This is an optimization exercise on Yosys and OpenROAD, whose aim is small area, not a production implementation.
Only simulation tests tie the RTL to the original design; equivalence was not proved.
Power is estimated from default activity; no workload was simulated.

==> flow/design.v (excerpt) <==
module bc211_core (
    input  wire        clk,
    input  wire        rst,
    input  wire [7:0]  cfg_debounce_n,
    input  wire        cfg_notify_en,
    input  wire        tick,
    input  wire        stop,
    input  wire [31:0] now,
    output reg         hid_open,
    input  wire        hid_open_done,
    input  wire        hid_open_ok,
    output reg         hid_close,
    output wire        tx_valid,
    output reg  [7:0]  tx_data,
    output wire        tx_last,
    input  wire        tx_ready,
    input  wire        tx_done,
    input  wire [1:0]  tx_status,
    output wire        rx_req,
    input  wire        rx_valid,
    input  wire [7:0]  rx_data,
    input  wire        rx_timeout,
    output wire [50:0] snap,        
    output wire [5:0]  err,         
    output wire [2:0]  link_sst,
    output wire        link_rc,
    output wire [2:0]  link_bst,
    output wire [5:0]  ev_valid,
    output wire [17:0] ev_prev,
    output wire [17:0] ev_new,
    output wire [31:0] ev_ts,
    output wire [5:0]  nt_valid,
    output wire [17:0] nt_summary
);
  ...
Size in the first run: roughly 800 cells after synthesis, roughly 160 flip-flops.
clock: 10.0 ns
lec_check: 0
cap_margin: 0
core_margin: 2
core_utilization: 40
cts_buf_list: sky130_fd_sc_hd__clkbuf_8
slew_margin: 0
standard.sh (not shown) runs the stock make flow with config.mk's settings and CLKGATE_MAP_FILE= SYNTH_SCRIPT=/design/flow/synth_recipe.tcl, a recipe that flattens the netlist after the stock synthesis.
==> flow/flow/run.sh <==
#!/bin/bash
# The standard layout with three changes:
#  - synthesis leaves the adders to ABC and maps the logic with an
#    area-oriented ABC script (flow/area.abc); the flip-flops and every other
#    synthesis step are the standard ones (flow/synth_area.tcl);
#  - the port buffers are made from the smallest buffer cell (resizing still
#    upsizes any that timing or slew needs);
#  - the clock tree is built without dummy balancing loads.
set -euo pipefail
here=$PWD
sed "s#SYNTH_SCRIPT=[^ ]*#SYNTH_SCRIPT=$here/flow/synth_area.tcl#" standard.sh > area_standard.sh
grep -q "SYNTH_SCRIPT=$here/flow/synth_area.tcl" area_standard.sh
export AREA_ABC_SCRIPT=$here/flow/area.abc
export BUFFER_PORTS_ARGS="-buffer_cell sky130_fd_sc_hd__buf_1"
export CTS_ARGS="-sink_clustering_enable -repair_clock_nets -dont_use_dummy_load -buf_list sky130_fd_sc_hd__clkbuf_8"
bash area_standard.sh synth > synth.log 2>&1
bash area_standard.sh finish > finish.log 2>&1
==> flow/flow/area.abc <==
strash
dch -f
amap
mfs2
strash
dch -f
amap
mfs2
strash
dch -f
amap
topo
==> flow/flow/synth_area.tcl <==
# synth_recipe.tcl with two changes: no half/full adder cells are extracted
# (extract_fa), so all the logic goes to ABC, and the technology mapping of
# the logic uses an area-oriented ABC script (flow/area.abc) in place of
# ORFS's speed script. Everything else, including the flip-flop mapping, is
# the standard synthesis.
proc synth {args} { yosys synth -nofsm -noshare {*}$args }
proc abc {args} {
  set i [lsearch -exact $args -script]
  if {$i >= 0} { lset args [expr {$i + 1}] $::env(AREA_ABC_SCRIPT) }
  yosys abc {*}$args
}
proc extract_fa {args} { }
source $::env(SCRIPTS_DIR)/synth.tcl
# left out here: clear keep_hierarchy, flatten, clean up, hide names made inside functions, write 1_2_yosys.v
The starting point completed without violations.
Then changed:
--- a/flow/flow/run.sh
+++ b/flow/flow/run.sh
@@ -2,5 +2,4 @@
 # The standard layout with three changes:
-#  - synthesis leaves the adders to ABC and maps the logic with an
-#    area-oriented ABC script (flow/area.abc); the flip-flops and every other
-#    synthesis step are the standard ones (flow/synth_area.tcl);
+#  - synthesis maps the logic with an area-oriented ABC script (flow/area.abc);
+#    the flip-flops and every other synthesis step are the standard ones;
 #  - the port buffers are made from the smallest buffer cell (resizing still
==> flow/flow/synth_area.tcl (replaced) <==
# synth_recipe.tcl with one change: the technology mapping of the logic uses
# an area-oriented ABC script (flow/area.abc) in place of ORFS's speed script.
# Everything else, including the flip-flop mapping, is the standard synthesis.
proc synth {args} { yosys synth -nofsm -noshare {*}$args }
proc abc {args} {
  set i [lsearch -exact $args -script]
  if {$i >= 0} { lset args [expr {$i + 1}] $::env(AREA_ABC_SCRIPT) }
  yosys abc {*}$args
}
source $::env(SCRIPTS_DIR)/synth.tcl
# left out here: clear keep_hierarchy, flatten, clean up, hide names made inside functions, write 1_2_yosys.v
Settings changed: CAP_MARGIN 0 to 20, SLEW_MARGIN 0 to 20.
Result:
- The new run went through all stages and came out clean
- clock power decreases slightly
- final cell count is higher by a few percent
- routed wire length came out higher by a few percent
- clock-buffer cell count is unchanged
- utilization shrinks by 0.61 points
Then changed:
--- a/flow/flow/run.sh
+++ b/flow/flow/run.sh
@@ -2,4 +2,5 @@
 # The standard layout with three changes:
-#  - synthesis maps the logic with an area-oriented ABC script (flow/area.abc);
-#    the flip-flops and every other synthesis step are the standard ones;
+#  - synthesis leaves the adders to ABC and maps the logic with an
+#    area-oriented ABC script (flow/area.abc); the flip-flops and every other
+#    synthesis step are the standard ones (flow/synth_area.tcl);
 #  - the port buffers are made from the smallest buffer cell (resizing still
==> flow/flow/synth_area.tcl (replaced) <==
# synth_recipe.tcl with two changes: no half/full adder cells are extracted
# (extract_fa), so all the logic goes to ABC, and the technology mapping of
# the logic uses an area-oriented ABC script (flow/area.abc) in place of
# ORFS's speed script. Everything else, including the flip-flop mapping, is
# the standard synthesis.
proc synth {args} { yosys synth -nofsm -noshare {*}$args }
proc abc {args} {
  set i [lsearch -exact $args -script]
  if {$i >= 0} { lset args [expr {$i + 1}] $::env(AREA_ABC_SCRIPT) }
  yosys abc {*}$args
}
proc extract_fa {args} { }
source $::env(SCRIPTS_DIR)/synth.tcl
# left out here: clear keep_hierarchy, flatten, clean up, hide names made inside functions, write 1_2_yosys.v
- The changed run went through all stages and came out clean
- maximum frequency decreases by 3.7%
- sequential share of layout area increases by 2.5 points
- die area decreases by 6.6%
- design area decreases by 5.6%
- synthesized cell count decreases by 6.2%

[what the ideal ports hide]
No port has a modelled driver above. Below, the same layouts with a new extraction and two added sets of constraints.
Step 1 sets driving cells, clkbuf_16 on the clock port and buf_2 on the other inputs (assumed; they add their load-dependent delay and slew).
Step 2 adds t to the input delays and takes it off the output delays; t is the mean of the earliest and latest rising clock arrival at the registers after step 1. Input paths then give back, and output paths get back, about the clock's delay inside the block.
Three values: ideal, step 1, step 2; two values: the first two.
run	shift t [ns]	setup slack, ns	worst setup path at the end
the first run	0.467	4.662 / 4.675 / 4.209	input to register
the second run	0.479	5.225 / 5.184 / 5.339	input to output
the third run	0.476	5.040 / 5.016 / 4.749	input to register
After both steps setup and hold are still met in every run listed. The setup slack of the first run, which loses most, moves by +0.013 ns with the drivers and by -0.453 ns with both steps.
